This is an optimization exercise on Yosys and OpenROAD, whose aim is small area, a short achievable clock period and few clock cycles per item, not a production implementation.
The RTL was checked by simulation tests, not by an equivalence proof against the original design.

==> flow/design.v, too long to show whole: its modules and the start of the top module <==
// module range_normalizer: 26 lines
// module luma_u: 7 lines
// module luma_rows: 25 lines
// module coef_table: 112 lines
// module trust_table: 154 lines
// module k_table: 147 lines
// module csmul_r: 601 lines
// module csmul_gr: 585 lines
// module csmul_gb: 601 lines
// module csmul_b: 617 lines
// module exact_check: 109 lines
// module yuv_to_rgb_converter: 321 lines
module yuv_to_rgb_converter (
    input  wire        clk,
    input  wire        rst,
    input  wire        cmd_valid,
    output wire        cmd_ready,
    input  wire [63:0] cmd_data,
    output wire        rsp_valid,
    input  wire        rsp_ready,
    output wire [63:0] rsp_data
);
  // ...
==> flow/run.sh <==
#!/bin/bash
# synth_recipe.tcl (not shown) runs the flow's synth.tcl, then flattens the netlist and writes it again
# the make line also repeats each setting of config.mk as NAME=value (left out here)
make -C /OpenROAD-flow-scripts/flow DESIGN_CONFIG=/design/flow/config.mk WORK_HOME=/design/flow/orfs CLKGATE_MAP_FILE= SYNTH_SCRIPT=/design/flow/synth_recipe.tcl finish
==> flow/config.mk <==
export PLATFORM = sky130hd
export DESIGN_NAME = yuv_to_rgb_converter
export DESIGN_NICKNAME = yuv_to_rgb_converter
export VERILOG_FILES = /design/flow/design.v
export SDC_FILE = /design/flow/constraint.sdc
export NUM_CORES = 4
export LEC_CHECK = 0
export CAP_MARGIN = 20
export CORE_MARGIN = 2
export CORE_UTILIZATION = 30
export PLACE_DENSITY = 0.5
export SLEW_MARGIN = 20
export SYNTH_MEMORY_MAX_BITS = 65536
==> flow/constraint.sdc <==
create_clock -name core_clock -period 14.0 [get_ports {clk}]
set_input_delay 2.8000 -clock core_clock [delete_from_list [all_inputs] [get_ports {clk}]]
set_output_delay 2.8000 -clock core_clock [all_outputs]
set_load 0.01 [all_outputs]
==> metrics.yaml, run 1 <==
placed_design:
  io_buffers: 124
logic_synthesis:
  synth_xor_area_share_pct: 10.2
  synth_edf_count: 1148
  synth.area.top_cells: "edfxtp_1 26%, fa_1 18%, ha_1 10%"
  ys_seq_area_share_pct: 26.9
  netlist_top_cells_count: "1766 x inv_1, 1190 x a22oi_1, 1182 x fa_1"
timing:
  setup_slack_ns: 6.00
  clock.fmax_mhz: 125
worst_hold_path:
  min_from: "vcb3[3]"
  hold_path.class: "reg2reg"
floorplan:
  die_area_um2: 445000
  initial_core_util_pct: 30.1
setup_path:
  start_kind: "register"
  crit_path_end_kind: "register"
  timing.critical_path.to: "q4[0][13]"
  worst-path-stages: 22
  crit_family: "simple AND/OR/NAND/NOR gates"
  cpPeakStageDelay_ns: 1.01
final_layout:
  seqCellArea_um2: 35500
  multi_input_gates: 9640
  area_growth_syn_to_layout_pct: 10.2
grt:
  antenna_found_initial: 29
  grt_usage_pct: 21.5
route:
  wl_met2_um: 214000
  wl_met3_um: 38700
run_status:
  status: "complete, no violations"
Testbench counts, summed over its fixed seeds: cycles 2,424, items 2,400.
==> module yuv_to_rgb_converter, before the edit <==
module yuv_to_rgb_converter (
    input  wire        clk,
    input  wire        rst,
    input  wire        cmd_valid,
    output wire        cmd_ready,
    input  wire [63:0] cmd_data,
    output wire        rsp_valid,
    input  wire        rsp_ready,
    output wire [63:0] rsp_data
);
    localparam [3:0] ST_OK       = 4'd0,
                     ST_BITDEPTH = 4'd1,
                     ST_LENGTH   = 4'd2,
                     ST_RANGE    = 4'd3,
                     ST_SPACE    = 4'd4,
                     ST_ILLEGAL  = 4'd5,
                     ST_SEQUENCE = 4'd6;
    reg        batch;
    reg [13:0] p_par;
    reg [15:0] rem;
    reg        berr;
    reg        v0, v1, v2, v3, v4;
    reg [63:0] d0;                      
    reg        cv1, cv2, cv3, cv4;      
    reg [7:0]  h1, h2, h3, h4;          
    reg [2:0]  sp1, sp2, sp3, sp4;
    reg        rg1, rg2, rg3, rg4;
    reg [1:0]  dc1, dc2, dc3, dc4;
    reg [1:0]  ec1, ec2, ec3, ec4;
    reg signed [16:0] vy1, vcr1, vcb1;
    reg signed [17:0] xr1, xb1;
    reg [5:0]  spo1;
    reg [4:0]  nio1;
    reg signed [16:0] vy2, vcr2, vcb2, vy3, vcr3, vcb3, vy4, vcr4, vcb4;
    reg [42:0] sr2, cr2, sgr2, cgr2, sgb2, cgb2, sb2, cb2;
    reg [42:0] yt2;
    reg [27:0] u1;
    reg signed [42:0] vr3, vg3, vb3;
    reg [3:0]  eo3;                     
    reg [15:0] q4 [0:2];
    reg [2:0]  amb4;
    reg        hv, sv;
    reg [55:0] hd, sd;
    wire adv = !v4 || (amb4 == 3'b000 && !(hv && sv));
    assign cmd_ready = adv;
    wire accept = cmd_valid && adv;
    assign rsp_valid = hv;
    assign rsp_data  = {hd[55:48], 8'd0, hd[47:0]};
    wire [1:0]  c_op    = d0[63:62];
    wire [15:0] c_a     = d0[61:46];
    wire [15:0] c_b     = d0[45:30];
    wire [15:0] c_c     = d0[29:14];
    wire [13:0] c_par   = d0[13:0];
    wire [2:0]  c_space = d0[13:11];
    wire [4:0]  c_din   = d0[9:5];
    wire [4:0]  c_dout  = d0[4:0];
    function legal_depth(input [4:0] dep);
        legal_depth = (dep == 5'd8) || (dep == 5'd10) || (dep == 5'd12) || (dep == 5'd16);
    endfunction
    function [1:0] dcode(input [4:0] dep);
        dcode = (dep == 5'd8) ? 2'd0 : (dep == 5'd10) ? 2'd1 : (dep == 5'd12) ? 2'd2 : 2'd3;
    endfunction
    function out_of_range(input [15:0] a, input [15:0] b, input [15:0] c, input [1:0] code);
        reg [15:0] m;
        begin
            m = a | b | c;
            case (code)
                2'd0:    out_of_range = |m[15:8];
                2'd1:    out_of_range = |m[15:10];
                2'd2:    out_of_range = |m[15:12];
                default: out_of_range = 1'b0;
            endcase
        end
    endfunction
    wire [1:0] p_dc = dcode(p_par[9:5]);    
    wire [1:0] c_dc = dcode(c_din);
    reg [3:0] n_st;
    reg       n_last, n_berr, n_cv;
    reg [2:0] n_sp;
    reg       n_rg;
    reg [1:0] n_dc, n_ec;
    always @(*) begin
        n_last = 1'b0;
        n_berr = 1'b0;
        n_cv   = 1'b0;
        n_sp   = c_space;
        n_rg   = d0[10];
        n_dc   = c_dc;
        n_ec   = dcode(c_dout);
        n_st   = ST_OK;
        if (batch) begin
            n_sp = p_par[13:11];
            n_rg = p_par[10];
            n_dc = p_dc;
            n_ec = dcode(p_par[4:0]);
            if (c_op != 2'b11) begin
                n_st   = ST_SEQUENCE;
                n_last = 1'b1;
                n_berr = 1'b1;
            end else begin
                if (c_par != 14'd0)
                    n_st = ST_ILLEGAL;
                else if (out_of_range(c_a, c_b, c_c, p_dc))
                    n_st = ST_RANGE;
                else
                    n_cv = 1'b1;
                if (rem == 16'd1) begin
                    n_last = 1'b1;
                    n_berr = berr || (n_st != ST_OK);
                end
            end
        end else begin
            if (c_op == 2'b00)
                n_st = ST_ILLEGAL;
            else if (c_op == 2'b11)
                n_st = ST_SEQUENCE;
            else if (!legal_depth(c_din) || !legal_depth(c_dout))
                n_st = ST_BITDEPTH;
            else if (c_space == 3'd7)
                n_st = ST_SPACE;
            else if (c_op == 2'b01) begin
                if (out_of_range(c_a, c_b, c_c, c_dc))
                    n_st = ST_RANGE;
                else
                    n_cv = 1'b1;
            end else begin
                if (c_a != c_b || c_a != c_c)
                    n_st = ST_LENGTH;
                else if (c_a == 16'd0)
                    n_last = 1'b1;
            end
        end
    end
    always @(posedge clk) begin
        if (rst) begin
            batch <= 1'b0;
            p_par <= 14'd0;
            rem   <= 16'd0;
            berr  <= 1'b0;
        end else if (adv && v0) begin
            if (batch) begin
                if (c_op != 2'b11) begin
                    batch <= 1'b0;
                    rem   <= 16'd0;
                    berr  <= 1'b0;
                end else begin
                    rem <= rem - 16'd1;
                    if (rem == 16'd1) begin
                        batch <= 1'b0;
                        berr  <= 1'b0;
                    end else if (n_st != ST_OK)
                        berr <= 1'b1;
                end
            end else if (c_op == 2'b10 && legal_depth(c_din) && legal_depth(c_dout) &&
                         c_space != 3'd7 && c_a == c_b && c_a == c_c && c_a != 16'd0) begin
                batch <= 1'b1;
                p_par <= c_par;
                rem   <= c_a;
                berr  <= 1'b0;
            end
        end
    end
    wire n_idn   = (n_sp == 3'd6);
    wire n_fulln = n_rg || n_idn;
    wire n_yc    = (n_sp == 3'd5);
    wire signed [16:0] vy, vcr, vcb;
    range_normalizer u_norm (
        .y(c_a), .cb(c_b), .cr(c_c), .fulln(n_fulln), .idn(n_idn), .dc(n_dc),
        .vy(vy), .vcr(vcr), .vcb(vcb)
    );
    wire [5:0] n_spo = {n_sp == 3'd6, n_sp == 3'd5, n_sp == 3'd4, n_sp == 3'd2, n_sp == 3'd1,
                        n_sp == 3'd0 || n_sp == 3'd3};
    wire [4:0] n_nio = {n_fulln && n_dc == 2'd3, n_fulln && n_dc == 2'd2, n_fulln && n_dc == 2'd1,
                        n_fulln && n_dc == 2'd0, !n_fulln};
    wire [26:0] uraw = c_a * 11'd1197;
    reg  [27:0] ush;
    always @(*) begin
        case (n_dc)
            2'd0:    ush = {uraw[19:0], 8'd0};
            2'd1:    ush = {uraw[21:0], 6'd0};
            2'd2:    ush = {uraw[23:0], 4'd0};
            default: ush = {1'b0, uraw};
        endcase
    end
    wire signed [17:0] xr = n_yc ? {vcr[16], vcr} - {vcb[16], vcb} : {vcr[16], vcr};
    wire signed [17:0] xb = n_yc ? -({vcb[16], vcb} + {vcr[16], vcr}) : {vcb[16], vcb};
    wire idn1   = (sp1 == 3'd6);
    wire fulln1 = rg1 || idn1;
    wire [42:0] yr0, yr1, yr2, yr3;
    luma_rows u_ly (.us(u1), .vy(vy1), .fulln(fulln1), .dc(dc1),
                    .r0(yr0), .r1(yr1), .r2(yr2), .r3(yr3));
    wire [42:0] yt = yr0 + yr1 + yr2 + yr3;
    wire signed [39:0] a_r;
    wire signed [38:0] a_gr;
    wire signed [39:0] a_gb;
    wire signed [40:0] a_b;
    coef_table u_coef (
        .spo(spo1), .nio(nio1),
        .a_r(a_r), .a_gr(a_gr), .a_gb(a_gb), .a_b(a_b)
    );
    wire [42:0] ps_r, pc_r, ps_gr, pc_gr, ps_gb, pc_gb, ps_b, pc_b;
    csmul_r  u_mr  (.x(xr1),  .a(a_r),  .s_hi(ps_r),  .c_hi(pc_r));
    csmul_gr u_mgr (.x(vcr1), .a(a_gr), .s_hi(ps_gr), .c_hi(pc_gr));
    csmul_gb u_mgb (.x(vcb1), .a(a_gb), .s_hi(ps_gb), .c_hi(pc_gb));
    csmul_b  u_mb  (.x(xb1),  .a(a_b),  .s_hi(ps_b),  .c_hi(pc_b));
    localparam [42:0] KK_R  = 43'h6aaab000000;    
    localparam [42:0] KK_GR = 43'h75555800000;
    localparam [42:0] KK_GB = 43'h6aaab000000;
    localparam [42:0] KK_B  = 43'h55556000000;
    localparam [42:0] BIAS  = 43'd12;
    wire idn2   = (sp2 == 3'd6);
    wire [42:0] ytz = idn2 ? 43'd0 : yt2;
    wire [42:0] nvr = sr2 + cr2 + ytz + (KK_R + BIAS);
    wire [42:0] nvg = sgr2 + cgr2 + sgb2 + cgb2 + 
                    + yt2 + (KK_GR + KK_GB + BIAS);
    wire [42:0] nvb = sb2 + cb2 + ytz + (KK_B + BIAS);
    wire [2:0] trust;
    trust_table u_trust (.sp(sp3), .rg(rg3), .dc(dc3), .ec(ec3), .tr(trust));
    function [58:0] mo_times(input [42:0] v, input [3:0] eo);
        reg [58:0] vx, vs;
        begin
            vx = {{16{v[42]}}, v};
            vs = ({59{eo[0]}} & (vx << 8)) | ({59{eo[1]}} & (vx << 10)) |
                 ({59{eo[2]}} & (vx << 12)) | ({59{eo[3]}} & (vx << 16));
            mo_times = vs - vx + (59'd1 << 37);
        end
    endfunction
    wire [15:0] mo3 = {{4{eo3[3]}}, {2{eo3[3] | eo3[2]}}, {2{eo3[3] | eo3[2] | eo3[1]}}, 8'hff};
    reg [15:0] nq [0:2];
    reg [2:0]  namb;
    reg [58:0] tt;
    reg [20:0] cc;
    integer ch;
    always @(*) begin
        for (ch = 0; ch < 3; ch = ch + 1) begin
            tt = mo_times(ch == 0 ? vr3 : ch == 1 ? vg3 : vb3, eo3);
            cc = tt[58:38];
            if (cc[20])
                nq[ch] = 16'd0;
            else if (cc[19:16] != 4'd0 || (cc[15:0] & ~mo3) != 16'd0)
                nq[ch] = mo3;
            else
                nq[ch] = cc[15:0];
            namb[ch] = cv3 && !trust[ch] && (tt[37:20] == 18'd0) && !cc[20] &&
                       (cc != 21'd0) && (cc[19:16] == 4'd0) && (cc[15:0] <= mo3);
        end
    end
    wire       xc_busy, xc_done, xc_ge;
    wire [1:0] xc_ch = amb4[0] ? 2'd0 : amb4[1] ? 2'd1 : 2'd2;
    exact_check u_xc (
        .clk(clk), .rst(rst), .start(v4 && amb4 != 3'b000 && !xc_busy && !xc_done),
        .sp(sp4), .ch(xc_ch), .studio(!(rg4 || sp4 == 3'd6)), .dc(dc4), .ec(ec4),
        .vy(vy4), .vcr(vcr4), .vcb(vcb4), .c(q4[xc_ch]),
        .busy(xc_busy), .done(xc_done), .ge(xc_ge)
    );
    wire [55:0] w4 = {h4, cv4 ? {q4[0], q4[1], q4[2]} : 48'd0};
    wire push = adv && v4;
    wire pop  = hv && rsp_ready;
    always @(posedge clk) begin
        if (rst) begin
            v0 <= 1'b0; v1 <= 1'b0; v2 <= 1'b0; v3 <= 1'b0; v4 <= 1'b0;
            amb4 <= 3'b000;
            hv <= 1'b0; sv <= 1'b0;
        end else begin
            if (adv) begin
                v0 <= accept;
                v1 <= v0;
                v2 <= v1;
                v3 <= v2;
                v4 <= v3;
                amb4 <= namb;
            end else if (xc_done) begin
                amb4[xc_ch] <= 1'b0;
            end
            if (pop) begin
                if (sv) begin
                    sv <= push;
                end else begin
                    hv <= push;
                end
            end else if (push) begin
                if (hv) sv <= 1'b1;
                else    hv <= 1'b1;
            end
        end
    end
    always @(posedge clk) begin
        if (adv) begin
            d0  <= cmd_data;
            cv1 <= n_cv;  h1 <= {n_st, c_op, n_last, n_berr};
            sp1 <= n_sp;  rg1 <= n_rg;  dc1 <= n_dc;  ec1 <= n_ec;
            vy1 <= vy;    vcr1 <= vcr;  vcb1 <= vcb;
            xr1 <= xr;    xb1 <= xb;    u1 <= ush;
            spo1 <= n_spo; nio1 <= n_nio;
            cv2 <= cv1;   h2 <= h1;
            sp2 <= sp1;   rg2 <= rg1;   dc2 <= dc1;   ec2 <= ec1;
            vy2 <= vy1;   vcr2 <= vcr1; vcb2 <= vcb1;
            sr2 <= ps_r;  cr2 <= pc_r;  sgr2 <= ps_gr; cgr2 <= pc_gr;
            sgb2 <= ps_gb; cgb2 <= pc_gb; sb2 <= ps_b; cb2 <= pc_b;
            yt2 <= yt;
            cv3 <= cv2;   h3 <= h2;
            sp3 <= sp2;   rg3 <= rg2;   dc3 <= dc2;   ec3 <= ec2;
            vy3 <= vy2;   vcr3 <= vcr2; vcb3 <= vcb2;
            vr3 <= nvr;   vg3 <= nvg;   vb3 <= nvb;
            eo3 <= {ec2 == 2'd3, ec2 == 2'd2, ec2 == 2'd1, ec2 == 2'd0};
            cv4 <= cv3;   h4 <= h3;
            sp4 <= sp3;   rg4 <= rg3;   dc4 <= dc3;   ec4 <= ec3;
            vy4 <= vy3;   vcr4 <= vcr3; vcb4 <= vcb3;
            q4[0] <= nq[0]; q4[1] <= nq[1]; q4[2] <= nq[2];
        end else if (xc_done && !xc_ge) begin
            q4[xc_ch] <= q4[xc_ch] - 16'd1;
        end
        if (pop) begin
            hd <= sv ? sd : w4;
            if (sv) sd <= w4;
        end else if (push) begin
            if (hv) sd <= w4;
            else    hd <= w4;
        end
    end
endmodule
==> inputs of run 2 (changes only) <==
--- a/flow/design.v
+++ b/flow/design.v
@@ -3003,30 +3003,34 @@
     reg [13:0] p_par;
     reg [15:0] rem;
     reg        berr;
-    reg        v0, v1, v2, v3, v4;
+    reg        v0, v1, v2, v3, v4, v5;
     reg [63:0] d0;                      
-    reg        cv1, cv2, cv3, cv4;      
-    reg [7:0]  h1, h2, h3, h4;          
-    reg [2:0]  sp1, sp2, sp3, sp4;
-    reg        rg1, rg2, rg3, rg4;
-    reg [1:0]  dc1, dc2, dc3, dc4;
-    reg [1:0]  ec1, ec2, ec3, ec4;
+    reg        cv1, cv2, cv3, cv4, cv5;  
+    reg [7:0]  h1, h2, h3, h4, h5;      
+    reg [2:0]  sp1, sp2, sp3, sp4, sp5;
+    reg        rg1, rg2, rg3, rg4, rg5;
+    reg [1:0]  dc1, dc2, dc3, dc4, dc5;
+    reg [1:0]  ec1, ec2, ec3, ec4, ec5;
     reg signed [16:0] vy1, vcr1, vcb1;
     reg signed [17:0] xr1, xb1;
     reg [5:0]  spo1;
     reg [4:0]  nio1;
-    reg signed [16:0] vy2, vcr2, vcb2, vy3, vcr3, vcb3, vy4, vcr4, vcb4;
+    reg signed [16:0] vy2, vcr2, vcb2, vy3, vcr3, vcb3, vy4, vcr4, vcb4, vy5, vcr5, vcb5;
     reg [42:0] sr2, cr2, sgr2, cgr2, sgb2, cgb2, sb2, cb2;
     reg [42:0] yt2;
     reg [27:0] u1;
     reg signed [42:0] vr3, vg3, vb3;
     reg [3:0]  eo3;                     
-    reg [15:0] q4 [0:2];
-    reg [2:0]  amb4;
+    reg [38:0] t4 [0:2];                
+    reg [2:0]  tr4;
+    reg [3:0]  eo4;
+    reg [15:0] q5 [0:2];
+    reg [2:0]  amb5;
     reg        hv, sv;
     reg [55:0] hd, sd;
-    wire adv = !v4 || (amb4 == 3'b000 && !(hv && sv));
-    assign cmd_ready = adv;
+    wire adv = !v5 || (amb5 == 3'b000 && !(hv && sv));
+    reg  ready_r;
+    assign cmd_ready = ready_r;
     wire accept = cmd_valid && adv;
     assign rsp_valid = hv;
     assign rsp_data  = {hd[55:48], 8'd0, hd[47:0]};
@@ -3209,52 +3213,75 @@
             mo_times = vs - vx + (59'd1 << 37);
         end
     endfunction
-    wire [15:0] mo3 = {{4{eo3[3]}}, {2{eo3[3] | eo3[2]}}, {2{eo3[3] | eo3[2] | eo3[1]}}, 8'hff};
+    wire [58:0] tt_r = mo_times(vr3, eo3);
+    wire [58:0] tt_g = mo_times(vg3, eo3);
+    wire [58:0] tt_b = mo_times(vb3, eo3);
+    wire [15:0] mo4 = {{4{eo4[3]}}, {2{eo4[3] | eo4[2]}}, {2{eo4[3] | eo4[2] | eo4[1]}}, 8'hff};
     reg [15:0] nq [0:2];
     reg [2:0]  namb;
-    reg [58:0] tt;
     reg [20:0] cc;
     integer ch;
     always @(*) begin
         for (ch = 0; ch < 3; ch = ch + 1) begin
-            tt = mo_times(ch == 0 ? vr3 : ch == 1 ? vg3 : vb3, eo3);
-            cc = tt[58:38];
+            cc = t4[ch][38:18];
             if (cc[20])
                 nq[ch] = 16'd0;
-            else if (cc[19:16] != 4'd0 || (cc[15:0] & ~mo3) != 16'd0)
-                nq[ch] = mo3;
+            else if (cc[19:16] != 4'd0 || (cc[15:0] & ~mo4) != 16'd0)
+                nq[ch] = mo4;
             else
                 nq[ch] = cc[15:0];
-            namb[ch] = cv3 && !trust[ch] && (tt[37:20] == 18'd0) && !cc[20] &&
-                       (cc != 21'd0) && (cc[19:16] == 4'd0) && (cc[15:0] <= mo3);
+            namb[ch] = cv4 && !tr4[ch] && (t4[ch][17:0] == 18'd0) && !cc[20] &&
+                       (cc != 21'd0) && (cc[19:16] == 4'd0) && ((cc[15:0] & ~mo4) == 16'd0);
         end
     end
     wire       xc_busy, xc_done, xc_ge;
-    wire [1:0] xc_ch = amb4[0] ? 2'd0 : amb4[1] ? 2'd1 : 2'd2;
+    wire [1:0] xc_ch = amb5[0] ? 2'd0 : amb5[1] ? 2'd1 : 2'd2;
     exact_check u_xc (
-        .clk(clk), .rst(rst), .start(v4 && amb4 != 3'b000 && !xc_busy && !xc_done),
-        .sp(sp4), .ch(xc_ch), .studio(!(rg4 || sp4 == 3'd6)), .dc(dc4), .ec(ec4),
-        .vy(vy4), .vcr(vcr4), .vcb(vcb4), .c(q4[xc_ch]),
+        .clk(clk), .rst(rst), .start(v5 && amb5 != 3'b000 && !xc_busy && !xc_done),
+        .sp(sp5), .ch(xc_ch), .studio(!(rg5 || sp5 == 3'd6)), .dc(dc5), .ec(ec5),
+        .vy(vy5), .vcr(vcr5), .vcb(vcb5), .c(q5[xc_ch]),
         .busy(xc_busy), .done(xc_done), .ge(xc_ge)
     );
-    wire [55:0] w4 = {h4, cv4 ? {q4[0], q4[1], q4[2]} : 48'd0};
-    wire push = adv && v4;
+    wire [55:0] w5 = {h5, cv5 ? {q5[0], q5[1], q5[2]} : 48'd0};
+    wire push = adv && v5;
     wire pop  = hv && rsp_ready;
+    reg       v5_n, hv_n, sv_n;
+    reg [2:0] amb5_n;
+    always @(*) begin
+        v5_n   = adv ? v4 : v5;
+        amb5_n = amb5;
+        if (adv)
+            amb5_n = namb;
+        else if (xc_done)
+            amb5_n[xc_ch] = 1'b0;
+        hv_n = hv;
+        sv_n = sv;
+        if (pop) begin
+            if (sv) sv_n = push;
+            else    hv_n = push;
+        end else if (push) begin
+            if (hv) sv_n = 1'b1;
+            else    hv_n = 1'b1;
+        end
+    end
     always @(posedge clk) begin
         if (rst) begin
-            v0 <= 1'b0; v1 <= 1'b0; v2 <= 1'b0; v3 <= 1'b0; v4 <= 1'b0;
-            amb4 <= 3'b000;
+            v0 <= 1'b0; v1 <= 1'b0; v2 <= 1'b0; v3 <= 1'b0; v4 <= 1'b0; v5 <= 1'b0;
+            amb5 <= 3'b000;
             hv <= 1'b0; sv <= 1'b0;
+            ready_r <= 1'b1;
         end else begin
+            ready_r <= !v5_n || (amb5_n == 3'b000 && !(hv_n && sv_n));
             if (adv) begin
                 v0 <= accept;
                 v1 <= v0;
                 v2 <= v1;
                 v3 <= v2;
                 v4 <= v3;
-                amb4 <= namb;
+                v5 <= v4;
+                amb5 <= namb;
             end else if (xc_done) begin
-                amb4[xc_ch] <= 1'b0;
+                amb5[xc_ch] <= 1'b0;
             end
             if (pop) begin
                 if (sv) begin
@@ -3290,16 +3317,21 @@
             cv4 <= cv3;   h4 <= h3;
             sp4 <= sp3;   rg4 <= rg3;   dc4 <= dc3;   ec4 <= ec3;
             vy4 <= vy3;   vcr4 <= vcr3; vcb4 <= vcb3;
-            q4[0] <= nq[0]; q4[1] <= nq[1]; q4[2] <= nq[2];
+            t4[0] <= tt_r[58:20]; t4[1] <= tt_g[58:20]; t4[2] <= tt_b[58:20];
+            tr4 <= trust; eo4 <= eo3;
+            cv5 <= cv4;   h5 <= h4;
+            sp5 <= sp4;   rg5 <= rg4;   dc5 <= dc4;   ec5 <= ec4;
+            vy5 <= vy4;   vcr5 <= vcr4; vcb5 <= vcb4;
+            q5[0] <= nq[0]; q5[1] <= nq[1]; q5[2] <= nq[2];
         end else if (xc_done && !xc_ge) begin
-            q4[xc_ch] <= q4[xc_ch] - 16'd1;
+            q5[xc_ch] <= q5[xc_ch] - 16'd1;
         end
         if (pop) begin
-            hd <= sv ? sd : w4;
-            if (sv) sd <= w4;
+            hd <= sv ? sd : w5;
+            if (sv) sd <= w5;
         end else if (push) begin
-            if (hv) sd <= w4;
-            else    hd <= w4;
+            if (hv) sd <= w5;
+            else    hd <= w5;
         end
     end
 endmodule
==> run 2 against run 1 <==
  * Core utilization is 0.065 points higher
  * Flip-flop and latch count is 189 higher
  * Non-clock buffer count is 17 lower
  * Synthesized cell count is 2.1% higher
  * Largest cell class unchanged
==> metrics.yaml, run 2 <==
grt:
  grt_pass1_wl_um: 728000  # was 715000 µm
  antenna_found_initial: 27  # was 29
  first_global_vias: 104000  # was 102000
  gr-total-overflow: 0  # unchanged
  grt_usage_pct: 21.1  # was 21.5%
  grt_start_max_net_pins: 167  # was 146
floorplan:
  initial_core_util_pct: 30.1  # about the same
  ios: 134  # unchanged
  fp.dieH_um: 680  # was 667 µm
  die_area_um2: 463000  # was 445000 µm²
  row_count: 248  # was 243
  die_x_um: 680  # was 667 µm
  core-area_um2: 456000  # was 438000 µm²
logic_synthesis:
  yosysUniqueCellTypes: 102  # was 97
  netlist_top_cells_count: "1730 x inv_1, 1338 x edfxtp_1, 1199 x a22oi_1"  # was 1766 x inv_1, 1190 x a22oi_1, 1182 x fa_1
  yosysTopAreaCellShare_pct: 29.3  # was 26.2%
  synth_largest_area_cell: "edfxtp_1"  # unchanged
  synth_edf_count: 1338  # was 1148
  ys_seq_area_share_pct: 30.0  # was 26.9%
  synth.area.top_cells: "edfxtp_1 29%, fa_1 17%, ha_1 9.5%"  # was edfxtp_1 26%, fa_1 18%, ha_1 10%
  syn_inst: 13700  # was 13500
  synthFlopType: "edfxtp_1"  # unchanged
  synth-async-reset-ratio_pct: 0  # unchanged
  syn-cell-area_um2: 137000  # was 132000 µm²
  ys_ff_latch: 1387  # was 1198
  synth_warnings: 10  # was 8
  syn_avg_cell_area_um2: 9.99  # was 9.79 µm²
  synth_most_common_cell: "inv_1"  # unchanged
setup_path:
  worstPathCellList: "and2_1 > nor2_1 > nand2_1 > nor2_1 > and4_1 > nand3_1 > a22oi_1 > xor2_1 > ha_1 > fa_1 > inv_1 > fa_1 > fa_1 > inv_1 > fa_1"  # was buf_4 > buf_4 > a22oi_1 > nand2_1 > ha_1 > ha_1 > a21o_1 > a21o_1 > a21oi_1 > o22ai_1 > a21o_1 > a211oi_2 > a211oi_1 > nor3_1 > o31ai_1 > xor2_1 > ha_1 > nor4_1 > and3_1 > nand3_1 > and3_1 > nor4_1
  worstPathRequired_ns: 14.60  # was 14.65 ns
  crit_family: "simple AND/OR/NAND/NOR gates"  # unchanged
  start_kind: "register"  # unchanged
  crit_fanout: 19  # was 57
  cp.arrival_ns: 7.58  # was 8.65 ns
  slowest_stage: "and4_1"  # was edfxtp_1
  path_buf_inv: 2  # unchanged
  critPathKind: "reg2reg"  # unchanged
  cpPeakStageDelay_ns: 0.93  # was 1.01 ns
  crit_path_end_kind: "register"  # unchanged
  cp_common_cell: "fa_1"
worst_hold_path:
  hold_path.class: "reg2reg"  # unchanged
final_layout:
  final_util_pct: 33.2  # about the same
  largest_register: "t4"  # was d0
  largest_reg_flops: 117  # was 64
  drive_gt1_share_pct: 5.47  # was 5.92%
  layout.cells.most_common_list: "1728 x inv_1, 1338 x edfxtp_1, 1199 x a22oi_1"  # was 1765 x inv_1, 1190 x a22oi_1, 1182 x fa_1
  largestRegisters: "t4 x117, d0 x64"  # was d0 x64, hd x55, sd x55
  nets: 15800  # was 15500
  final_common_cell: "inv_1"  # unchanged
  layout.cells.non_filler: 19600  # was 19100
  area_growth_syn_to_layout_pct: 10.3  # was 10.2%
timing:
  fin_crit_ns: 6.98  # was 8.00 ns
  slew_viol_final: 0  # unchanged
  timing.setup.tns_ns: 0  # unchanged
  rsz0062_at_grt: "false"  # unchanged
  clock.fmax_mhz: 143  # was 125 MHz
  fin_hold_ws_ns: 0.350  # was 0.407 ns
  finalCritPeriodShare_pct: 49.8  # was 57.1%
  setup_violations: 0  # unchanged
  setup_slack_ns: 7.02  # was 6.00 ns
  worst-slew-pin-transition_ns: 1.27  # was 1.22 ns
  relSlewSlack_pct: 14.8  # was 18.3%
  finalClockSkew_ns: 0.132  # was 0.142 ns
  hold_violations: 0  # unchanged
clocking:
  post_cts_buffers: 0  # unchanged
  cts_resized: 0  # unchanged
  cts_made_buffers: 177  # was 162
  clock-sinks: 1387  # was 1198
  cts_tree: "built"  # unchanged
  holdBufCountCts: 0  # unchanged
  clk_pin_slew_worst_paths_ns: 0.06  # about the same
  root_buffer: "clkbuf_16"  # unchanged
  clk_path_buf_depth: 4  # unchanged
  h-tree-depth: 4  # unchanged
  insertion_delay_ns: 0.97  # was 0.90 ns
run:
  drv_cap: 0  # unchanged
placed_design:
  globalplace.congestion: 0.945  # was 0.941
  dp_cells: 19300  # was 18800
  pre_cts_slack_ns: 7.16  # was 6.12 ns
  io_buffers: 124  # unchanged
  dpl.hpwl_um: 371000  # was 368000 µm
route:
  antenna_left: 0  # unchanged
  detail_route.iter0.violations: 10700  # was 10200
  dr_total_vias: 104000  # was 103000
  route.detailed.drc: 0  # unchanged
  vias_per_cell: 5.32  # was 5.37
  wire_per_inst_um: 25.4  # was 25.6 µm
  wl_um: 499000  # was 490000 µm
  dr.pass1.iters: 6  # was 9
run_status:
  status: "complete, no violations"  # unchanged
-- run 2: cell types whose count changed in the layout (fill, tap and decap cells not counted), sizes merged, moves of 39 or more --
cell / change
edfxtp: +190
o21ai: +41
nand2: +167
nand2b: +45
mux2: -64
o22ai: -76
inv: -42
a21oi: -39
-- run 2: stage by stage --
| step | instance area [µm²] |
|---|---|
| floorplan | 137000 |
| global placement | 145000 |
| detailed placement | 145000 |
| CTS | 151000 |
| global route | 151000 |
| finish | 151000 |
-- run 2: cells by family after synthesis --
group                      Yosys count  share of synthesized area [%]
AOI/OAI and AO/OA                 3123                           15.5
xor gates and xnor gates          1541                           9.83
adders and majority gates         2226                           26.7
buffers and inverters             2606                           7.18
DFF                               1387                           30.0
muxes                              194                           1.55
other                                1                        0.00273
and+or+nand+nor                   2657                           9.22
-- run 2: metal layers --
metal / up-vias / track usage [%] / wire length [µm]
li1: 47100 / - / -
met1: 52100 / 28.7 / 215000
met2: 4265 / 32.3 / 218000
met3: 911 / 4.11 / 40800
met4: 2 / 9.37 / 25000
met5: - / 0 / 13
-- run 2: worst paths after layout --
kind,slack (ns),cells past startpoint,end,startpoint
worst max-delay path,7.02,15,cr2[25],spo1[2]
worst min-delay path,0.35,0,vcr4[8],vcr3[8]
worst max register to register,7.02,15,cr2[25],spo1[2]
worst min register to register,0.35,0,vcr4[8],vcr3[8]
-- run 2: final cells by class --
type	instances	area, µm²
repair buffers	409	3440
flip-flops and latches	1387	41200
inverters	1751	6590
diodes	9	22.5
multi-input cells	9751	86800
well taps	6000	7510
clock inverters	107	1270
clock buffers	221	4620
fillers	46500	304000
Testbench counts of run 2, summed over its fixed seeds: cycles 2,428, items 2,400.
==> inputs of run 3 (changes only) <==
--- a/flow/config.mk
+++ b/flow/config.mk
@@ -7,7 +7,7 @@
 export LEC_CHECK = 0
 export CAP_MARGIN = 20
 export CORE_MARGIN = 2
-export CORE_UTILIZATION = 30
-export PLACE_DENSITY = 0.5
+export CORE_UTILIZATION = 45
+export PLACE_DENSITY = 0.65
 export SLEW_MARGIN = 20
 export SYNTH_MEMORY_MAX_BITS = 65536
==> run 3 against run 2 <==
  * Non-clock buffer count decreased by 13
  * Clock-buffer cell count decreased by 22
  * Synthesized cell count unchanged
  * Via count increased by 0.81%
  * Critical path type unchanged
==> metrics.yaml, run 3 <==
logic_synthesis:
  syn-cell-area_um2: 137000  # unchanged
  synth_edf_count: 1338  # unchanged
  syn_avg_cell_area_um2: 9.99  # unchanged
  ys_ff_latch: 1387  # unchanged
  synth-async-reset-ratio_pct: 0  # unchanged
  synth_warnings: 10  # unchanged
  yosysUniqueCellTypes: 102  # unchanged
  ys_seq_area_share_pct: 30.0  # unchanged
  syn_inst: 13700  # unchanged
  synth_most_common_cell: "inv_1"  # unchanged
  synth_largest_area_cell: "edfxtp_1"  # unchanged
  yosysTopAreaCellShare_pct: 29.3  # unchanged
  netlist_top_cells_count: "1730 x inv_1, 1338 x edfxtp_1, 1199 x a22oi_1"  # unchanged
  synth.area.top_cells: "edfxtp_1 29%, fa_1 17%, ha_1 9.5%"  # unchanged
  synthFlopType: "edfxtp_1"  # unchanged
route:
  route.detailed.drc: 0  # unchanged
  wire_per_inst_um: 26.3  # was 25.4 µm
  detail_route.iter0.violations: 11700  # was 10700
  vias_per_cell: 5.99  # was 5.32
  dr.pass1.iters: 9  # was 6
  wl_um: 462000  # was 499000 µm
  antenna_left: 0  # unchanged
  dr_total_vias: 105000  # was 104000
timing:
  rsz0062_at_grt: "false"  # unchanged
  fin_crit_ns: 6.94  # was 6.98 ns
  clock.fmax_mhz: 144  # was 143 MHz
  finalCritPeriodShare_pct: 49.5  # was 49.8%
  slew_viol_final: 0  # unchanged
  hold_violations: 0  # unchanged
  finalClockSkew_ns: 0.103  # was 0.132 ns
  setup_violations: 0  # unchanged
  worst-slew-pin-transition_ns: 1.22  # was 1.27 ns
  relSlewSlack_pct: 18.6  # was 14.8%
  fin_hold_ws_ns: 0.377  # was 0.350 ns
  timing.setup.tns_ns: 0  # unchanged
clocking:
  clk_path_buf_depth: 4  # unchanged
  clock-sinks: 1387  # unchanged
  insertion_delay_ns: 0.89  # was 0.97 ns
  h-tree-depth: 4  # unchanged
  post_cts_buffers: 0  # unchanged
  clk_pin_slew_worst_paths_ns: 0.06  # about the same
  holdBufCountCts: 0  # unchanged
  cts_made_buffers: 164  # was 177
  root_buffer: "clkbuf_16"  # unchanged
  cts_resized: 0  # unchanged
  cts_tree: "built"  # unchanged
setup_path:
  critPathKind: "reg2reg"  # unchanged
  cp.arrival_ns: 7.49  # was 7.58 ns
  crit_fanout: 19  # unchanged
  crit_path_end_kind: "register"  # unchanged
  worstPathRequired_ns: 14.56  # was 14.60 ns
  start_kind: "register"  # unchanged
placed_design:
  dpl.hpwl_um: 339000  # was 371000 µm
  globalplace.congestion: 0.974  # was 0.945
  dpl_cell_area_um2: 143000  # was 145000 µm²
  io_buffers: 124  # unchanged
grt:
  grt_pass1_wl_um: 686000  # was 728000 µm
  grt_usage_pct: 29.4  # was 21.1%
  top_usage_layer: "met2"  # unchanged
  gr-total-overflow: 0  # unchanged
  grt_start_max_net_pins: 169  # was 167
  antenna_found_initial: 23  # was 27
  first_global_vias: 104000  # about the same
  grtUsageMet3_pct: 6.32  # was 4.11%
  met1_usage_pct: 39.5  # was 28.7%
  use_met2_pct: 44.1  # was 32.3%
final_layout:
  nets: 15700  # was 15800
  layout.cells.most_common_list: "1728 x inv_1, 1338 x edfxtp_1, 1199 x a22oi_1"  # unchanged
  final_common_cell: "inv_1"  # unchanged
  final_util_pct: 48.9  # was 33.2%
  largest_register: "t4"  # unchanged
  largest_reg_flops: 117  # unchanged
  area_growth_syn_to_layout_pct: 8.10  # was 10.3%
  final_area_um2: 148000  # was 151000 µm²
  largestRegisters: "t4 x117, d0 x64"  # unchanged
  drive_gt1_share_pct: 5.26  # was 5.47%
floorplan:
  ios: 134  # unchanged
  row_count: 202  # was 248
  fp.dieH_um: 556  # was 680 µm
  core-area_um2: 303000  # was 456000 µm²
  die_x_um: 556  # was 680 µm
  die_area_um2: 309000  # was 463000 µm²
  initial_core_util_pct: 45.3  # was 30.1%
run_status:
  status: "complete, no violations"  # unchanged
run:
  drv_cap: 0  # unchanged
worst_hold_path:
  hold_path.class: "reg2reg"  # unchanged
run 3: cell counts after synthesis:
No cell type changed its count.
run 3: final cells by class:
type | instances | area, µm²
repair buffers | 396 | 3400
flip-flops and latches | 1387 | 41200
multi-input cells | 9751 | 86700
clock buffers | 199 | 4350
inverters | 1751 | 6590
fillers | 27800 | 155000
diodes | 5 | 12.5
well taps | 3978 | 4980
clock inverters | 102 | 1190
run 3: routing by layer:
metal / part of all wire [%] / wire, µm
met1: 41 / 188000
met2: 43 / 198000
met3: 9.9 / 45800
met4: 6.3 / 29300
met5: 0.047 / 216
run 3: kinds of logic (layout without fill, tap and decap cells):
| logic type | Yosys count | in the layout | synth area share [%] |
|---|---|---|---|
| xor gates and xnor gates | 1541 | 1541 | 9.83 |
| DFF | 1387 | 1387 | 30.0 |
| buffers and inverters | 2606 | 2448 | 7.18 |
| and+or+nand+nor | 2657 | 2657 | 9.22 |
| adders and majority gates | 2226 | 2226 | 26.7 |
| muxes | 194 | 194 | 1.55 |
| other | 1 | 15 | 0.00273 |
| AOI/OAI and AO/OA | 3123 | 3123 | 15.5 |
run 3: critical path, stage by stage, from the launching register on:
cell and delay, ns:
edfxtp_1 0.74, and2_1 0.44, nor2_1 0.35, nand2_1 0.21
nor2_1 0.62, and4_1 0.76, nand3_1 0.74, a22oi_1 0.43
xor2_1 0.18, ha_1 0.27, fa_1 0.50, inv_1 0.05
fa_1 0.38, fa_1 0.51, inv_1 0.05, fa_1 0.43
run 3: final timing paths:
kind | slack (ns) | end | startpoint | cells past startpoint
worst max-delay path | 7.06 | cr2[25] | spo1[2] | 15
worst min-delay path | 0.38 | vcb5[14] | vcb4[14] | 0
worst max register to register | 7.06 | cr2[25] | spo1[2] | 15
worst min register to register | 0.38 | vcb5[14] | vcb4[14] | 0
run 3: per-stage QoR:
stage	setup WS (ns)	instances
4_1_cts	7.22	17600
6_report	7.06	17600
2_1_floorplan	3.98	13700
5_1_grt	6.85	17600
3_3_place_gp	7.26	17300
3_5_place_dp	7.20	17300
==> module luma_rows, before the edit <==
module luma_rows (
    input  wire [27:0]        us,
    input  wire signed [16:0] vy,        
    input  wire               fulln,
    input  wire [1:0]         dc,
    output wire [42:0]        r0,
    output wire [42:0]        r1,
    output wire [42:0]        r2,
    output wire [42:0]        r3
);
    localparam [42:0] C = 43'd4902912;
    reg [37:0] yf;
    always @(*) begin
        case (dc)
            2'd0:    yf = {vy[15:8], vy[15:8], vy[15:8], vy[15:8], vy[15:10]};
            2'd1:    yf = {vy[15:6], vy[15:6], vy[15:6], vy[15:8]};
            2'd2:    yf = {vy[15:4], vy[15:4], vy[15:4], vy[15:14]};
            default: yf = {vy[15:0], vy[15:0], vy[15:10]};
        endcase
    end
    assign r0 = fulln ? {5'd0, yf} : {3'd0, us, 12'd0};
    assign r1 = fulln ? 43'd0 : {21'd0, us[27:6]};
    assign r2 = fulln ? 43'd0 : {39'd0, us[27:24]};
    assign r3 = fulln ? 43'd0 : -((C << 12) + (C >> 6) + 43'd1);
endmodule
==> module exact_check, before the edit <==
module exact_check (
    input  wire               clk,
    input  wire               rst,
    input  wire               start,
    input  wire [2:0]         sp,
    input  wire [1:0]         ch,
    input  wire               studio,
    input  wire [1:0]         dc,        
    input  wire [1:0]         ec,        
    input  wire signed [16:0] vy,
    input  wire signed [16:0] vcr,
    input  wire signed [16:0] vcb,
    input  wire [15:0]        c,
    output reg                busy,
    output reg                done,
    output reg                ge         
);
    localparam NCOL = 45;
    reg [5:0]         col;
    reg [3:0]         t;
    reg signed [39:0] acc;
    wire [4:0] e  = (ec == 2'd0) ? 5'd8 : (ec == 2'd1) ? 5'd10 : (ec == 2'd2) ? 5'd12 : 5'd16;
    wire [4:0] d  = (dc == 2'd0) ? 5'd8 : (dc == 2'd1) ? 5'd10 : (dc == 2'd2) ? 5'd12 : 5'd16;
    reg [1:0] tv;       
    reg       tneg;
    reg [5:0] tsh;
    wire [3:0] tlast = studio ? 4'd9 : 4'd7;
    always @(*) begin
        tv = 2'd0; tneg = 1'b0; tsh = 6'd0;
        case (t)
            4'd0: begin tv = 2'd0; tsh = {1'b0, e} + 6'd1; end
            4'd1: begin tv = 2'd1; tsh = {1'b0, e} + 6'd1; end
            4'd2: begin tv = 2'd2; tsh = {1'b0, e} + 6'd1; end
            4'd3: begin tv = 2'd0; tsh = 6'd1; tneg = 1'b1; end
            4'd4: begin tv = 2'd1; tsh = 6'd1; tneg = 1'b1; end
            4'd5: begin tv = 2'd2; tsh = 6'd1; tneg = 1'b1; end
            default: begin
                tv = 2'd3;
                if (studio) begin
                    case (t)
                        4'd6:    begin tsh = 6'd24; tneg = 1'b1; end
                        4'd7:    begin tsh = 6'd22; tneg = 1'b0; end
                        4'd8:    begin tsh = 6'd15; tneg = 1'b0; end
                        default: begin tsh = 6'd13; tneg = 1'b1; end
                    endcase
                end else begin
                    if (t == 4'd6) begin tsh = 6'd16; tneg = 1'b1; end
                    else           begin tsh = 6'd16 - {1'b0, d}; tneg = 1'b0; end
                end
            end
        endcase
    end
    wire signed [34:0] k;
    k_table u_k (.sp(sp), .ch(ch), .kidx(tv), .studio(studio), .k(k));
    wire [18:0] w  = {2'b00, c, 1'b0} - 19'd1;
    wire [18:0] vv = (tv == 2'd0) ? {{2{vy[16]}}, vy} :
                     (tv == 2'd1) ? {{2{vcr[16]}}, vcr} :
                     (tv == 2'd2) ? {{2{vcb[16]}}, vcb} : w;
    wire [6:0]  idx  = {1'b0, col} - {1'b0, tsh};
    wire        inr  = !idx[6] && (idx[5:0] <= 6'd18);
    wire        b    = inr && vv[idx[4:0]];
    wire        nn   = tneg ^ (idx[5:0] == 6'd18);    
    wire signed [39:0] kx = {{5{k[34]}}, k};
    reg               run;             
    reg               pv, plast, pfin, pneg;
    reg signed [39:0] pk;
    wire signed [39:0] sum = acc + (pk ^ {40{pneg}}) + {39'd0, pneg};
    always @(posedge clk) begin
        if (rst) begin
            busy <= 1'b0;
            done <= 1'b0;
            ge   <= 1'b0;
            run  <= 1'b0;
            pv   <= 1'b0;
        end else begin
            done <= 1'b0;
            if (start && !busy) begin
                busy <= 1'b1;
                run  <= 1'b1;
                pv   <= 1'b0;
                col  <= 6'd0;
                t    <= 4'd0;
                acc  <= 40'sd0;
            end else if (busy) begin
                pv <= run;
                if (run) begin
                    pk    <= b ? kx : 40'sd0;
                    pneg  <= b && nn;
                    plast <= (t == tlast);
                    pfin  <= (t == tlast) && (col == NCOL - 1);
                    if (t == tlast) begin
                        t   <= 4'd0;
                        col <= col + 6'd1;
                        if (col == NCOL - 1) run <= 1'b0;
                    end else
                        t <= t + 4'd1;
                end
                if (pv) begin
                    acc <= plast ? (sum >>> 1) : sum;
                    if (pfin) begin
                        busy <= 1'b0;
                        done <= 1'b1;
                        ge   <= !sum[39];
                    end
                end
            end
        end
    end
endmodule
==> inputs of run 4 (changes only) <==
--- a/flow/design.v
+++ b/flow/design.v
@@ -35,22 +35,17 @@
     input  wire [27:0]        us,
     input  wire signed [16:0] vy,        
     input  wire               fulln,
-    input  wire [1:0]         dc,
+    input  wire [3:0]         dco,       
     output wire [42:0]        r0,
     output wire [42:0]        r1,
     output wire [42:0]        r2,
     output wire [42:0]        r3
 );
     localparam [42:0] C = 43'd4902912;
-    reg [37:0] yf;
-    always @(*) begin
-        case (dc)
-            2'd0:    yf = {vy[15:8], vy[15:8], vy[15:8], vy[15:8], vy[15:10]};
-            2'd1:    yf = {vy[15:6], vy[15:6], vy[15:6], vy[15:8]};
-            2'd2:    yf = {vy[15:4], vy[15:4], vy[15:4], vy[15:14]};
-            default: yf = {vy[15:0], vy[15:0], vy[15:10]};
-        endcase
-    end
+    wire [37:0] yf = ({38{dco[0]}} & {vy[15:8], vy[15:8], vy[15:8], vy[15:8], vy[15:10]})
+                   | ({38{dco[1]}} & {vy[15:6], vy[15:6], vy[15:6], vy[15:8]})
+                   | ({38{dco[2]}} & {vy[15:4], vy[15:4], vy[15:4], vy[15:14]})
+                   | ({38{dco[3]}} & {vy[15:0], vy[15:0], vy[15:10]});
     assign r0 = fulln ? {5'd0, yf} : {3'd0, us, 12'd0};
     assign r1 = fulln ? 43'd0 : {21'd0, us[27:6]};
     assign r2 = fulln ? 43'd0 : {39'd0, us[27:24]};
@@ -2925,8 +2920,6 @@
             end
         endcase
     end
-    wire signed [34:0] k;
-    k_table u_k (.sp(sp), .ch(ch), .kidx(tv), .studio(studio), .k(k));
     wire [18:0] w  = {2'b00, c, 1'b0} - 19'd1;
     wire [18:0] vv = (tv == 2'd0) ? {{2{vy[16]}}, vy} :
                      (tv == 2'd1) ? {{2{vcr[16]}}, vcr} :
@@ -2935,11 +2928,14 @@
     wire        inr  = !idx[6] && (idx[5:0] <= 6'd18);
     wire        b    = inr && vv[idx[4:0]];
     wire        nn   = tneg ^ (idx[5:0] == 6'd18);    
-    wire signed [39:0] kx = {{5{k[34]}}, k};
     reg               run;             
-    reg               pv, plast, pfin, pneg;
-    reg signed [39:0] pk;
-    wire signed [39:0] sum = acc + (pk ^ {40{pneg}}) + {39'd0, pneg};
+    reg               pv, plast, pfin, pb, pneg;
+    reg [1:0]         ptv;
+    wire signed [34:0] k;
+    k_table u_k (.sp(sp), .ch(ch), .kidx(ptv), .studio(studio), .k(k));
+    wire signed [39:0] kx  = pb ? {{5{k[34]}}, k} : 40'sd0;
+    wire        [39:0] kxn = kx ^ {40{pneg}};
+    wire signed [39:0] sum = acc + $signed(kxn) + {39'd0, pneg};
     always @(posedge clk) begin
         if (rst) begin
             busy <= 1'b0;
@@ -2959,7 +2955,8 @@
             end else if (busy) begin
                 pv <= run;
                 if (run) begin
-                    pk    <= b ? kx : 40'sd0;
+                    ptv   <= tv;
+                    pb    <= b;
                     pneg  <= b && nn;
                     plast <= (t == tlast);
                     pfin  <= (t == tlast) && (col == NCOL - 1);
@@ -3013,8 +3010,10 @@
     reg [1:0]  ec1, ec2, ec3, ec4, ec5;
     reg signed [16:0] vy1, vcr1, vcb1;
     reg signed [17:0] xr1, xb1;
-    reg [5:0]  spo1;
-    reg [4:0]  nio1;
+    reg signed [39:0] ar1, agb1;
+    reg signed [38:0] agr1;
+    reg signed [40:0] ab1;
+    reg [3:0]  dco1;                    
     reg signed [16:0] vy2, vcr2, vcb2, vy3, vcr3, vcb3, vy4, vcr4, vcb4, vy5, vcr5, vcb5;
     reg [42:0] sr2, cr2, sgr2, cgr2, sgb2, cgb2, sb2, cb2;
     reg [42:0] yt2;
@@ -3156,6 +3155,14 @@
         .y(c_a), .cb(c_b), .cr(c_c), .fulln(n_fulln), .idn(n_idn), .dc(n_dc),
         .vy(vy), .vcr(vcr), .vcb(vcb)
     );
+    wire signed [39:0] a_r;
+    wire signed [38:0] a_gr;
+    wire signed [39:0] a_gb;
+    wire signed [40:0] a_b;
+    coef_table u_coef (
+        .spo(n_spo), .nio(n_nio),
+        .a_r(a_r), .a_gr(a_gr), .a_gb(a_gb), .a_b(a_b)
+    );
     wire [5:0] n_spo = {n_sp == 3'd6, n_sp == 3'd5, n_sp == 3'd4, n_sp == 3'd2, n_sp == 3'd1,
                         n_sp == 3'd0 || n_sp == 3'd3};
     wire [4:0] n_nio = {n_fulln && n_dc == 2'd3, n_fulln && n_dc == 2'd2, n_fulln && n_dc == 2'd1,
@@ -3175,22 +3182,14 @@
     wire idn1   = (sp1 == 3'd6);
     wire fulln1 = rg1 || idn1;
     wire [42:0] yr0, yr1, yr2, yr3;
-    luma_rows u_ly (.us(u1), .vy(vy1), .fulln(fulln1), .dc(dc1),
+    luma_rows u_ly (.us(u1), .vy(vy1), .fulln(fulln1), .dco(dco1),
                     .r0(yr0), .r1(yr1), .r2(yr2), .r3(yr3));
     wire [42:0] yt = yr0 + yr1 + yr2 + yr3;
-    wire signed [39:0] a_r;
-    wire signed [38:0] a_gr;
-    wire signed [39:0] a_gb;
-    wire signed [40:0] a_b;
-    coef_table u_coef (
-        .spo(spo1), .nio(nio1),
-        .a_r(a_r), .a_gr(a_gr), .a_gb(a_gb), .a_b(a_b)
-    );
     wire [42:0] ps_r, pc_r, ps_gr, pc_gr, ps_gb, pc_gb, ps_b, pc_b;
-    csmul_r  u_mr  (.x(xr1),  .a(a_r),  .s_hi(ps_r),  .c_hi(pc_r));
-    csmul_gr u_mgr (.x(vcr1), .a(a_gr), .s_hi(ps_gr), .c_hi(pc_gr));
-    csmul_gb u_mgb (.x(vcb1), .a(a_gb), .s_hi(ps_gb), .c_hi(pc_gb));
-    csmul_b  u_mb  (.x(xb1),  .a(a_b),  .s_hi(ps_b),  .c_hi(pc_b));
+    csmul_r  u_mr  (.x(xr1),  .a(ar1),  .s_hi(ps_r),  .c_hi(pc_r));
+    csmul_gr u_mgr (.x(vcr1), .a(agr1), .s_hi(ps_gr), .c_hi(pc_gr));
+    csmul_gb u_mgb (.x(vcb1), .a(agb1), .s_hi(ps_gb), .c_hi(pc_gb));
+    csmul_b  u_mb  (.x(xb1),  .a(ab1),  .s_hi(ps_b),  .c_hi(pc_b));
     localparam [42:0] KK_R  = 43'h6aaab000000;    
     localparam [42:0] KK_GR = 43'h75555800000;
     localparam [42:0] KK_GB = 43'h6aaab000000;
@@ -3302,7 +3301,8 @@
             sp1 <= n_sp;  rg1 <= n_rg;  dc1 <= n_dc;  ec1 <= n_ec;
             vy1 <= vy;    vcr1 <= vcr;  vcb1 <= vcb;
             xr1 <= xr;    xb1 <= xb;    u1 <= ush;
-            spo1 <= n_spo; nio1 <= n_nio;
+            ar1 <= a_r;   agr1 <= a_gr; agb1 <= a_gb; ab1 <= a_b;
+            dco1 <= {n_dc == 2'd3, n_dc == 2'd2, n_dc == 2'd1, n_dc == 2'd0};
             cv2 <= cv1;   h2 <= h1;
             sp2 <= sp1;   rg2 <= rg1;   dc2 <= dc1;   ec2 <= ec1;
             vy2 <= vy1;   vcr2 <= vcr1; vcb2 <= vcb1;
--- a/flow/config.mk
+++ b/flow/config.mk
@@ -7,7 +7,7 @@
 export LEC_CHECK = 0
 export CAP_MARGIN = 20
 export CORE_MARGIN = 2
-export CORE_UTILIZATION = 45
-export PLACE_DENSITY = 0.65
+export CORE_UTILIZATION = 30
+export PLACE_DENSITY = 0.5
 export SLEW_MARGIN = 20
 export SYNTH_MEMORY_MAX_BITS = 65536
==> run 4 against run 3 <==
  * Core utilization down 16 points
  * Highest routed layer unchanged
  * Synthesized area is 2.9% higher
  * Still clean
  * Global-route usage is 8.5 points lower
  * Critical path type unchanged
==> metrics.yaml, run 4 <==
logic_synthesis:
  synth_warnings: 9  # was 10
  synth-async-reset-ratio_pct: 0  # unchanged
  syn_inst: 14100  # was 13700
  syn_avg_cell_area_um2: 10.0  # was 9.99 µm²
  synthFlopType: "edfxtp_1"  # unchanged
  netlist_top_cells_count: "1806 x inv_1, 1455 x edfxtp_1, 1240 x a22oi_1"  # was 1730 x inv_1, 1338 x edfxtp_1, 1199 x a22oi_1
  synth_edf_count: 1455  # was 1338
  ys_ff_latch: 1504  # was 1387
  syn-cell-area_um2: 141000  # was 137000 µm²
  synth.area.top_cells: "edfxtp_1 31%, fa_1 17%, ha_1 9.2%"  # was edfxtp_1 29%, fa_1 17%, ha_1 9.5%
  yosysTopAreaCellShare_pct: 30.9  # was 29.3%
  yosysUniqueCellTypes: 103  # was 102
  synth_most_common_cell: "inv_1"  # unchanged
  ys_seq_area_share_pct: 31.6  # was 30.0%
  synth_largest_area_cell: "edfxtp_1"  # unchanged
timing:
  relSlewSlack_pct: 11.8  # was 18.6%
  worst-slew-pin-transition_ns: 1.32  # was 1.22 ns
  timing.setup.tns_ns: 0  # unchanged
  rsz0062_at_grt: "false"  # unchanged
  setup_slack_ns: 6.90  # was 7.06 ns
  finalClockSkew_ns: 0.107  # was 0.103 ns
  slew_viol_final: 0  # unchanged
  hold_violations: 0  # unchanged
  clock.fmax_mhz: 141  # was 144 MHz
  finalCritPeriodShare_pct: 50.7  # was 49.5%
  setup_violations: 0  # unchanged
  fin_crit_ns: 7.10  # was 6.94 ns
clocking:
  cts_tree: "built"  # unchanged
  clock-sinks: 1504  # was 1387
  clk_pin_slew_worst_paths_ns: 0.06  # about the same
  cts_made_buffers: 183  # was 164
  h-tree-depth: 4  # unchanged
  holdBufCountCts: 0  # unchanged
  post_cts_buffers: 0  # unchanged
  cts_resized: 0  # unchanged
  clk_path_buf_depth: 4  # unchanged
  insertion_delay_ns: 0.93  # was 0.89 ns
  root_buffer: "clkbuf_16"  # unchanged
route:
  dr_total_vias: 106000  # was 105000
  wire_per_inst_um: 25.5  # was 26.3 µm
  vias_per_cell: 5.29  # was 5.99
  wl_um: 511000  # was 462000 µm
  detail_route.iter0.violations: 11900  # was 11700
  dr.pass1.iters: 9  # unchanged
  route.detailed.drc: 0  # unchanged
  antenna_left: 0  # unchanged
floorplan:
  ios: 134  # unchanged
  core-area_um2: 468000  # was 303000 µm²
  row_count: 251  # was 202
  fp.dieH_um: 690  # was 556 µm
  initial_core_util_pct: 30.2  # was 45.3%
  die_x_um: 690  # was 556 µm
  die_area_um2: 476000  # was 309000 µm²
placed_design:
  io_buffers: 124  # unchanged
  dp_cells: 19700  # was 17300
  pre_cts_slack_ns: 7.04  # was 7.20 ns
  dpl.hpwl_um: 381000  # was 339000 µm
  globalplace.congestion: 0.927  # was 0.974
setup_path:
  cp.arrival_ns: 7.75  # was 7.49 ns
  start_kind: "register"  # unchanged
  worstPathRequired_ns: 14.66  # was 14.56 ns
  slowest_stage: "ha_1"  # was and4_1
  worstPathCellList: "inv_1 > ha_1 > or3b_1 > and2_1 > nand2_1 > nand2_1 > o221ai_1 > o31ai_1 > o21ai_0 > nand2_1 > xnor2_1 > ha_1 > and2_1 > a221o_1 > a21oi_1 > o211ai_1 > nand3_1 > a21oi_1 > o31ai_1 > nand2b_1 > a211oi_1 > xor2_1 > o221ai_1"  # was and2_1 > nor2_1 > nand2_1 > nor2_1 > and4_1 > nand3_1 > a22oi_1 > xor2_1 > ha_1 > fa_1 > inv_1 > fa_1 > fa_1 > inv_1 > fa_1
  cpPeakStageDelay_ns: 0.92  # was 0.76 ns
  cp_common_cell: "nand2_1"  # was fa_1
  crit_family: "compound AO/OA/AOI/OAI gates"  # was simple AND/OR/NAND/NOR gates
  crit_fanout: 22  # was 19
  path_buf_inv: 1  # was 2
  critPathKind: "reg2reg"  # unchanged
  crit_path_end_kind: "register"  # unchanged
grt:
  grt_pass1_wl_um: 745000  # was 686000 µm
  antenna_found_initial: 33  # was 23
  grt_usage_pct: 20.9  # was 29.4%
  first_global_vias: 105000  # was 104000
  grt_start_max_net_pins: 171  # was 169
  gr-total-overflow: 0  # unchanged
final_layout:
  layout.cells.most_common_list: "1805 x inv_1, 1455 x edfxtp_1, 1240 x a22oi_1"  # was 1728 x inv_1, 1338 x edfxtp_1, 1199 x a22oi_1
  largest_register: "t4"  # unchanged
  multi_input_area_um2: 86600  # was 86700 µm²
  nets: 16000  # was 15700
  final_common_cell: "inv_1"  # unchanged
  drive_gt1_share_pct: 4.92  # was 5.26%
  largest_reg_flops: 117  # unchanged
  area_growth_syn_to_layout_pct: 9.62  # was 8.10%
  largestRegisters: "t4 x117, d0 x64"  # unchanged
  final_util_pct: 33.1  # was 48.9%
  layout.cells.non_filler: 20000  # was 17600
  seqCellArea_um2: 44700  # was 41200 µm²
  fillers: 47600  # was 27800
worst_hold_path:
  hold_path.class: "reg2reg"  # unchanged
run:
  drv_cap: 0  # unchanged
run_status:
  status: "complete, no violations"  # unchanged
-- run 4: cell types whose count changed after synthesis, moves of 24 or more --
cell,previous run,this run
inv_1,1730,1806
nand3_1,157,259
nand3b_1,37,10
buf_1,80,155
mux2i_1,161,81
a22o_1,85,16
nor2b_1,115,139
nand2_1,882,1001
edfxtp_1,1338,1455
nor2_1,646,622
a21oi_1,519,491
a22oi_1,1199,1240
a21o_1,158,207
-- run 4: cell families (layout without fill, tap and decap cells) --
group | Yosys count | after routing | synth area share [%]
adder cells (fa/ha/maj) | 2228 | 2228 | 26.0
flip-flops | 1504 | 1504 | 31.6
AND/OR/NAND/NOR | 2858 | 2858 | 9.54
AO/OA/AOI/OAI | 3085 | 3085 | 14.9
multiplexers | 119 | 119 | 0.994
buffers and inverters | 2749 | 2492 | 7.37
other | 1 | 21 | 0.00266
XOR/XNOR | 1543 | 1543 | 9.57
-- run 4: final cells by class --
type,instances,share of cell area (%)
Multi-Input combinational cell,9843,55.9
Sequential cell,1504,28.9
Tap cell,6198,5.01
Inverter,1825,4.44
Clock buffer,218,3.11
Timing Repair Buffer,344,1.92
Clock inverter,105,0.692
Antenna cell,11,0.0178
-- run 4: final timing paths --
path | cells past startpoint | to | startpoint | slack (ns)
setup / recovery | 23 | u_xc.acc[38] | u_xc.ptv[1] | 6.90
hold / removal | 0 | vy3[16] | vy2[16] | 0.37
setup reg to reg | 23 | u_xc.acc[38] | u_xc.ptv[1] | 6.90
hold reg to reg | 0 | vy3[16] | vy2[16] | 0.37
-- run 4: per-stage QoR --
step | hold WS, ns | area [µm²]
floorplan | 0.400 | 141000
global placement | 0.400 | 149000
detailed placement | 0.405 | 149000
CTS | 0.358 | 155000
global route | 0.382 | 155000
finish | 0.371 | 155000
-- run 4: layer usage --
metal	up-vias	routed length, µm	global-route usage, %
met1	52800	228000	29.9
li1	47800	-	-
met5	-	14	0
met4	2	24700	8.56
met3	816	40300	3.33
met2	4517	218000	31.3
-- run 4: worst register-to-register path, delay by kind of cell, from the launching register on --
kind	cells	cell delay [ns]
AOI/OAI and AO/OA	10	2.51
and+or+nand+nor	8	1.50
adders and majority gates	2	1.28
DFF	1	0.79
xor gates and xnor gates	2	0.43
buffers and inverters	1	0.31
Testbench counts of run 4, summed over its fixed seeds: cycles 2,428, items 2,400.

-- what the ideal ports hide --
Ports are ideal in the flow. The routed layouts listed here were re-timed in OpenROAD.
Step 1: set_driving_cell puts a clkbuf_16 on clk and a buf_2 on each other input, an assumption about the parent block.
Step 2 also shifts input and output timing later by t, the mid clock arrival at the registers, as if the neighbouring blocks saw the same clock.
Slacks: ideal ports / drivers / drivers and shift; pairs: ideal ports / drivers.
| run | t, ns | setup slack, ns | worst setup path at the end |
|---|---|---|---|
| run 1 | 0.960 | 6.004 / 6.004 / 6.004 | register to register |
| run 2 | 1.016 | 7.023 / 7.023 / 7.023 | register to register |
| run 3 | 0.944 | 7.064 / 7.064 / 7.064 | register to register |
| run 4 | 1.001 | 6.902 / 6.902 / 6.902 | register to register |
After both steps setup and hold are still met in every run listed.
